Context: an optimization exercise on an open-source flow, tuned for small area, a short achievable clock period and few clock cycles. The choices shown serve that exercise and are no tape-out recipe.
Function was checked by simulation only, so behaviour that the tests miss may differ from the original.

<file path="flow/design.v">
module pjon_cipher (
    input  wire         clk,
    input  wire         rst,         
    input  wire [127:0] key,         
    input  wire         cmd_valid,
    input  wire         cmd_op,      
    input  wire         cmd_ivf,
    input  wire         cmd_side,    
    input  wire [7:0]   cmd_len,
    input  wire [31:0]  cmd_now,
    input  wire         buf_we,
    input  wire [6:0]   buf_addr,
    input  wire [7:0]   buf_wdata,
    output wire [7:0]   buf_rdata,
    output wire         busy,
    output reg          done,
    output reg          err,
    output reg  [7:0]   result
);
    localparam [3:0] S_IDLE  = 4'd0,
                     S_WHT_E = 4'd1,    
                     S_KINIT = 4'd2,    
                     S_KSCH  = 4'd3,    
                     S_KX    = 4'd4,    
                     S_SCAN  = 4'd5,    
                     S_SRCH  = 4'd6,    
                     S_IVX_E = 4'd7,    
                     S_IVX_D = 4'd8,    
                     S_WHT_D = 4'd9;    
    reg [7:0] mem  [0:127];
    reg [5:0] sbox [0:63];
    reg [3:0]  state;
    reg        op_r, ivf_r, side_r;
    reg [7:0]  n_r;        
    reg [7:0]  plen;       
    reg [7:0]  cnt;
    reg [31:0] now_r;
    reg [7:0]  wk;         
    reg [7:0]  ivc;        
    reg [5:0]  ks_i, ks_j, ci, cj;
    reg [255:0] seen;
    reg [7:0]  cand;
    assign busy      = (state != S_IDLE);
    assign buf_rdata = mem[buf_addr];
    wire [7:0] len_m1 = cmd_len - 8'd1;
    wire bad_len = cmd_op ? (cmd_len > 8'd128)
                 : (cmd_ivf & ~cmd_side) ? (cmd_len > 8'd127)
                 : (cmd_ivf &  cmd_side) ? (cmd_len == 8'd0 || cmd_len > 8'd128)
                 : (cmd_len > 8'd128);
    wire [31:0] now_mod  = now_r % 32'd254;
    wire [7:0]  iv_first = now_mod[7:0] + 8'd1;
    wire [5:0] ks_si = sbox[ks_i];
    wire [5:0] ks_jn = ks_j + ks_si + key[{ks_i[3:0], 3'b000} +: 6];
    wire [5:0] ks_sj = sbox[ks_jn];
    wire [5:0] kx_ci  = ci + 6'd1;
    wire [5:0] kx_sci = sbox[kx_ci];
    wire [5:0] kx_cj  = cj + kx_sci;
    wire [5:0] kx_scj = sbox[kx_cj];
    wire [5:0] kx_t   = kx_sci + kx_scj;
    wire [5:0] kx_ks  = (kx_t == kx_ci) ? kx_scj :
                        (kx_t == kx_cj) ? kx_sci : sbox[kx_t];
    wire [7:0] cur      = mem[cnt[6:0]];
    wire [7:0] kx_out   = cur ^ {2'b00, kx_ks};
    wire [7:0] cand_nxt = (cand == 8'd254) ? 8'd1 : cand + 8'd1;
    integer k;
    always @(posedge clk) begin
        done <= 1'b0;
        if (rst) begin
            state  <= S_IDLE;
            err    <= 1'b0;
            result <= 8'd0;
        end else begin
            case (state)
            S_IDLE: begin
                if (buf_we)
                    mem[buf_addr] <= buf_wdata;
                if (cmd_valid) begin
                    op_r   <= cmd_op;
                    ivf_r  <= cmd_ivf;
                    side_r <= cmd_side;
                    n_r    <= cmd_len;
                    now_r  <= cmd_now;
                    cnt    <= 8'd0;
                    seen   <= 256'd0;
                    if (bad_len) begin
                        err    <= 1'b1;
                        result <= 8'd0;
                        done   <= 1'b1;
                    end else begin
                        err <= 1'b0;
                        if (cmd_op) begin
                            plen  <= cmd_len;
                            state <= S_SCAN;
                        end else if (!cmd_side) begin
                            plen <= cmd_len;
                            wk   <= mem[len_m1[6:0]];
                            if (cmd_ivf && cmd_len >= 8'd2)
                                state <= S_WHT_E;
                            else
                                state <= S_KINIT;
                        end else begin
                            if (cmd_ivf) begin
                                plen <= len_m1;
                                ivc  <= mem[len_m1[6:0]];
                                state <= (len_m1 == 8'd0) ? S_KINIT : S_IVX_D;
                            end else begin
                                plen  <= cmd_len;
                                state <= S_KINIT;
                            end
                        end
                    end
                end
            end
            S_WHT_E: begin
                mem[cnt[6:0]] <= cur ^ wk;
                cnt <= cnt + 8'd1;
                if (cnt == n_r - 8'd2) state <= S_KINIT;
            end
            S_IVX_D: begin
                mem[cnt[6:0]] <= cur ^ ivc;
                cnt <= cnt + 8'd1;
                if (cnt == plen - 8'd1) state <= S_KINIT;
            end
            S_KINIT: begin
                for (k = 0; k < 64; k = k + 1)
                    sbox[k] <= k[5:0];
                ks_i  <= 6'd0;
                ks_j  <= 6'd0;
                state <= S_KSCH;
            end
            S_KSCH: begin
                sbox[ks_i]  <= ks_sj;
                sbox[ks_jn] <= ks_si;
                ks_i <= ks_i + 6'd1;
                ks_j <= ks_jn;
                if (ks_i == 6'd63) begin
                    ci  <= 6'd0;
                    cj  <= 6'd0;
                    cnt <= 8'd0;
                    state <= S_KX;
                end
            end
            S_KX: begin
                if (plen == 8'd0) begin
                    if (!side_r && ivf_r) begin
                        state <= S_SCAN;
                    end else begin
                        state  <= S_IDLE;
                        done   <= 1'b1;
                        result <= side_r && ivf_r ? plen : n_r;
                    end
                end else begin
                    sbox[kx_ci] <= kx_scj;
                    sbox[kx_cj] <= kx_sci;
                    ci <= kx_ci;
                    cj <= kx_cj;
                    mem[cnt[6:0]] <= kx_out;
                    cnt <= cnt + 8'd1;
                    if (cnt == plen - 8'd1) begin
                        cnt <= 8'd0;
                        wk  <= kx_out;    
                        if (!side_r) begin
                            if (ivf_r) begin
                                state <= S_SCAN;
                            end else begin
                                state  <= S_IDLE;
                                done   <= 1'b1;
                                result <= n_r;
                            end
                        end else begin
                            if (ivf_r && plen >= 8'd2) begin
                                state <= S_WHT_D;
                            end else begin
                                state  <= S_IDLE;
                                done   <= 1'b1;
                                result <= plen;
                            end
                        end
                    end
                end
            end
            S_SCAN: begin
                if (n_r != 8'd0)
                    seen[cur] <= 1'b1;
                cnt <= cnt + 8'd1;
                if (n_r == 8'd0 || cnt == n_r - 8'd1) begin
                    cnt   <= 8'd0;
                    cand  <= iv_first;
                    state <= S_SRCH;
                end
            end
            S_SRCH: begin
                if (seen[cand]) begin
                    cand <= cand_nxt;
                end else begin
                    ivc <= cand;
                    cnt <= 8'd0;
                    if (op_r) begin
                        state  <= S_IDLE;
                        done   <= 1'b1;
                        result <= cand;
                    end else if (n_r == 8'd0) begin
                        mem[0] <= cand;
                        state  <= S_IDLE;
                        done   <= 1'b1;
                        result <= 8'd1;
                    end else begin
                        state <= S_IVX_E;
                    end
                end
            end
            S_IVX_E: begin
                mem[cnt[6:0]] <= cur ^ ivc;
                cnt <= cnt + 8'd1;
                if (cnt == n_r - 8'd1) begin
                    mem[n_r[6:0]] <= ivc;
                    state  <= S_IDLE;
                    done   <= 1'b1;
                    result <= n_r + 8'd1;
                end
            end
            S_WHT_D: begin
                mem[cnt[6:0]] <= cur ^ wk;
                cnt <= cnt + 8'd1;
                if (cnt == plen - 8'd2) begin
                    state  <= S_IDLE;
                    done   <= 1'b1;
                    result <= plen;
                end
            end
            default: state <= S_IDLE;
            endcase
        end
    end
endmodule
</file>
<file path="flow/run.sh">
#!/bin/bash
# synth_recipe.tcl (not shown) runs the flow's synth.tcl, then flattens the netlist and writes it again
# the make line also repeats each setting of config.mk as NAME=value (left out here)
make -C /OpenROAD-flow-scripts/flow DESIGN_CONFIG=/design/flow/config.mk WORK_HOME=/design/flow/orfs CLKGATE_MAP_FILE= SYNTH_SCRIPT=/design/flow/synth_recipe.tcl finish
</file>
<file path="flow/config.mk">
export PLATFORM = sky130hd
export DESIGN_NAME = pjon_cipher
export DESIGN_NICKNAME = pjon_cipher
export VERILOG_FILES = /design/flow/design.v
export SDC_FILE = /design/flow/constraint.sdc
export NUM_CORES = 4
export LEC_CHECK = 0
export CAP_MARGIN = 20
export CORE_MARGIN = 2
export CORE_UTILIZATION = 40
export SLEW_MARGIN = 20
</file>
<file path="flow/constraint.sdc">
create_clock -name core_clock -period 17.0 [get_ports {clk}]
set_input_delay 3.4000 -clock core_clock [delete_from_list [all_inputs] [get_ports {clk}]]
set_output_delay 3.4000 -clock core_clock [all_outputs]
set_load 0.01 [all_outputs]
</file>
==> run notes <==
[registers in the layout (all words and copies together) (netlist names), 4 cells and up, named ones only]
signal / cells
ivc: 8
cand: 8
ci: 6
ks_j: 6
wk: 8
mem: 1024
seen: 256
plen: 8
cnt: 8
result: 8
n_r: 8
sbox: 384
state: 4
now_r: 32
cj: 6
ks_i: 6
[final cells by class]
| type | instances | area (um2) | area share |
|---|---|---|---|
| multi-input combinational | 7700 | 72080 | 0.4970 |
| sequential | 1798 | 53750 | 0.3706 |
| timing repair buffer | 756 | 6414 | 0.04423 |
| clock buffer | 254 | 5461 | 0.03766 |
| tap | 4305 | 5386 | 0.03714 |
| clock inverter | 132 | 1508 | 0.01040 |
| inverter | 75 | 284.0 | 0.001958 |
| antenna | 57 | 142.6 | 0.0009836 |
[final timing paths]
kind	endpoint	start
worst min register to register	result[0]	result[0]
worst max-delay path	cand[7]	now_r[24]
worst min-delay path	result[0]	result[0]
worst max register to register	cand[7]	now_r[24]
[logic make-up after synthesis]
family / share of synthesized area
flops: 0.4151
compound gates: 0.1069
xor+xnor: 0.01067
mux: 0.3233
fa+ha+maj: 0.005337
simple gates: 0.1036
buf+inv: 0.03512
[layer usage]
metal / vias up / wire [um] / part of all wire
met3: 1685 / 71550 / 0.14
met5: - / 287 / 0.00055
met1: 52640 / 182100 / 0.35
li1: 42180 / - / -
met2: 8689 / 232000 / 0.44
met4: 42 / 37190 / 0.071
[worst max-delay path, delay by kind of cell (launching register included)]
family	cells	cell delay [ns]
AOI/OAI and AO/OA	22	5.93
buffers and inverters	6	0.94
muxes	2	0.69
xor gates and xnor gates	3	0.48
DFF	1	0.56
and+or+nand+nor	23	7.21
adders and majority gates	1	0.22
[cells in the mapped netlist (41+ instances only)]
cell and number:
sky130_fd_sc_hd__a211oi_1 118, sky130_fd_sc_hd__o211ai_1 41, sky130_fd_sc_hd__mux2i_1 370, sky130_fd_sc_hd__nand2_1 581
sky130_fd_sc_hd__o21ai_0 353, sky130_fd_sc_hd__nand3_1 289, sky130_fd_sc_hd__a31oi_1 59, sky130_fd_sc_hd__buf_1 175
sky130_fd_sc_hd__and2_1 69, sky130_fd_sc_hd__inv_1 72, sky130_fd_sc_hd__a21oi_1 1381, sky130_fd_sc_hd__nor3_1 182
sky130_fd_sc_hd__nor2_1 1578, sky130_fd_sc_hd__clkbuf_1 897, sky130_fd_sc_hd__edfxtp_1 1771, sky130_fd_sc_hd__o31ai_1 45
sky130_fd_sc_hd__mux2_2 54, sky130_fd_sc_hd__mux4_2 1663, sky130_fd_sc_hd__xor2_1 60, sky130_fd_sc_hd__nor2b_1 88
sky130_fd_sc_hd__xnor2_1 94
[repair_timing]
| action | in CTS | in global routing |
|---|---|---|
| gates resized for setup | 0 | 23 |
| endpoints found under the setup margin | 0 | 7 |
| setup buffers | 0 | 16 |
| hold endpoints to repair | 0 | 0 |
==> results.py <==
metrics = {
    "run_status": {
        "status": "no timing/DRC/antenna violations",
    },
    "placed_design": {
        "worst_setup_slack_after_placement_ns": 0.4969,
        "placed_cells": 14620,
        "place.port_buffers": 176,
        "gp_congestion": 1.012,
        "placement.cell_area_um2": 137600,
        "place_hpwl_mm": 350.7,
    },
    "layout": {
        "fin_cells": 15080,
        "fin_area_um2": 145000,
        "syn_to_final_growth_pct": 12.06,
        "most_frequent_standard_cell_in_the_layout_excluding_fill_and_tap_cells": "sky130_fd_sc_hd__edfxtp_1",
        "final_layout_size_suffix_gt1_frac": 0.2667,
        "num-fill-cells": 28680,
        "final_nets": 10780,
        "layout_common_cells": "1771 x sky130_fd_sc_hd__edfxtp_1, 1663 x sky130_fd_sc_hd__mux4_2, 1569 x sky130_fd_sc_hd__nor2_1, 1377 x sky130_fd_sc_hd__a21oi_1, 572 x sky130_fd_sc_hd__nand2_1",
        "layout.core_utilization": 0.4512,
    },
    "floorplanning": {
        "top_level_ports": 209,
        "coreArea_um2": 321400,
        "placement_row_count": 208,
        "die-height_um": 572.8,
        "fp.dieArea_um2": 328100,
        "die_w_um": 572.8,
        "floorplan.initialDensity": 0.4027,
    },
    "logic_synthesis": {
        "netlist_top_cells_area": "sky130_fd_sc_hd__edfxtp_1 41%, sky130_fd_sc_hd__mux4_2 29%, sky130_fd_sc_hd__a21oi_1 5.3%",
        "ys_types": 157,
        "post_synth.cell_area_avg_um2": 12.12,
        "synth_top_area_cell": "sky130_fd_sc_hd__edfxtp_1",
        "post-synth-top-area-fraction": 0.4109,
        "net_count_of_the_mapped_netlist": 10920,
        "synth_ff_type": "sky130_fd_sc_hd__edfxtp_1",
        "syn_area_um2": 129400,
        "seq_area_frac_synth": 0.4151,
        "synth-warning-count": 1,
        "synth-edff-count": 1771,
        "synth.ff_latch_count": 1798,
        "syn_inst": 10680,
        "async_reset_ff_frac": 0,
    },
    "min_path": {
        "worst_hold_path_type": "reg -> reg",
        "min_path_cells": 2,
    },
    "global_route": {
        "grtUsageMet1": 0.3935,
        "antenna_found_initial": 71,
        "grt_use_met2": 0.4648,
        "grt_first_pass_wirelength_mm": 741.6,
        "global_route.peak_usage_layer": "met2",
        "grt_util_all_layers": 0.3098,
        "gr-total-overflow": 0,
        "gr-usage-met3": 0.09818,
        "grt_pass1_vias": 98910,
        "grt_max_degree": 129,
    },
    "critical_path": {
        "reg2reg_slack_ns": 0.94,
        "critical_path_startpoint_category": "flip-flop",
        "worst_path_most_repeated_cell": "sky130_fd_sc_hd__buf_4",
        "crit_required_ns": 17.86,
        "crit_type": "reg -> reg",
        "max_stage_delay_ns": 0.60,
        "arrival_ns": 16.92,
        "reg2regPathDepth": 57,
        "timing.critical_path.fanout_max": 10,
        "slowest_stage": "sky130_fd_sc_hd__or4_1",
        "crit_path_capture_type": "flip-flop",
    },
    "sta": {
        "period_share": 0.9445,
        "final.setup.worst_slack_ns": 0.9431,
        "setup-violations-final": 0,
        "worst_slew_pin_slew_ns": 1.279,
        "max_freq_mhz": 62.28,
        "finalSetupTns_ns": 0,
        "fin_hold_ws_ns": 0.5032,
        "slew-limit-headroom": 0.1446,
        "fin_worst_skew_ns": 0.1414,
        "rsz0062_at_grt": "no",
        "finalHoldViolCount": 0,
        "slew_viol_final": 0,
        "time_the_worst_path_needs_with_i_o_delays_and_setup_ns": 16.06,
    },
    "job": {
        "maxCapViolCount": 0,
    },
    "route": {
        "drt_wl_total_mm": 523.2,
        "routed-via-count": 105200,
        "post_drt_wl_per_cell_um": 34.70,
        "dr.first_iter.drc_count": 17160,
        "drt_pass1_iterations": 8,
        "postRouteAntennaNets": 0,
        "remaining_drc_errors": 0,
        "route.detailed.vias_per_inst": 6.980,
    },
    "clocking": {
        "cts_num_sinks": 1798,
        "worst_skew_pair.late_latency_ns": 1.00,
        "cts.htree.levels": 4,
        "tritoncts": "yes",
        "clock_transition_at_the_registers_of_the_reported_paths_ns": 0.06,
        "ctsRootBufferMaster": "sky130_fd_sc_hd__clkbuf_16",
        "cts_buffers": 210,
        "maximum_buffer_depth_of_the_clock_tree": 4,
        "number_of_buffers_inserted_by_hold_repair_at_cts": 0,
    },
}
Testbench counts, summed over its fixed seeds: cycles 111,876.

-- afterwards: timing with drivers on the ports --
No port has a modelled driver above. Below, the same layout with a new extraction and two added sets of constraints. Step 1: set_driving_cell puts a clkbuf_16 on clk and a buf_2 on each other input, an assumption about the parent block. Step 2 moves the port delays by t, midway between the first and last clock arrival at a register: inputs arrive t later, outputs are due t later. That takes back most of the time a late clock gives input paths. Slacks: ideal ports / drivers / drivers and shift; pairs: ideal ports / drivers.
t (ns): 1.039
slack for setup (ns): 0.943 / 0.943 / 0.943
latest minus earliest clock arrival (ns): 0.147 / 0.146
slew at the worst register clock pin (ns): 0.07 / 0.07
worst slew at a driven data input, ns: 0.23
After both steps this run still meets setup and hold. For this run, drivers alone change the setup slack by 0.000 ns; drivers and shift together by 0.000 ns.
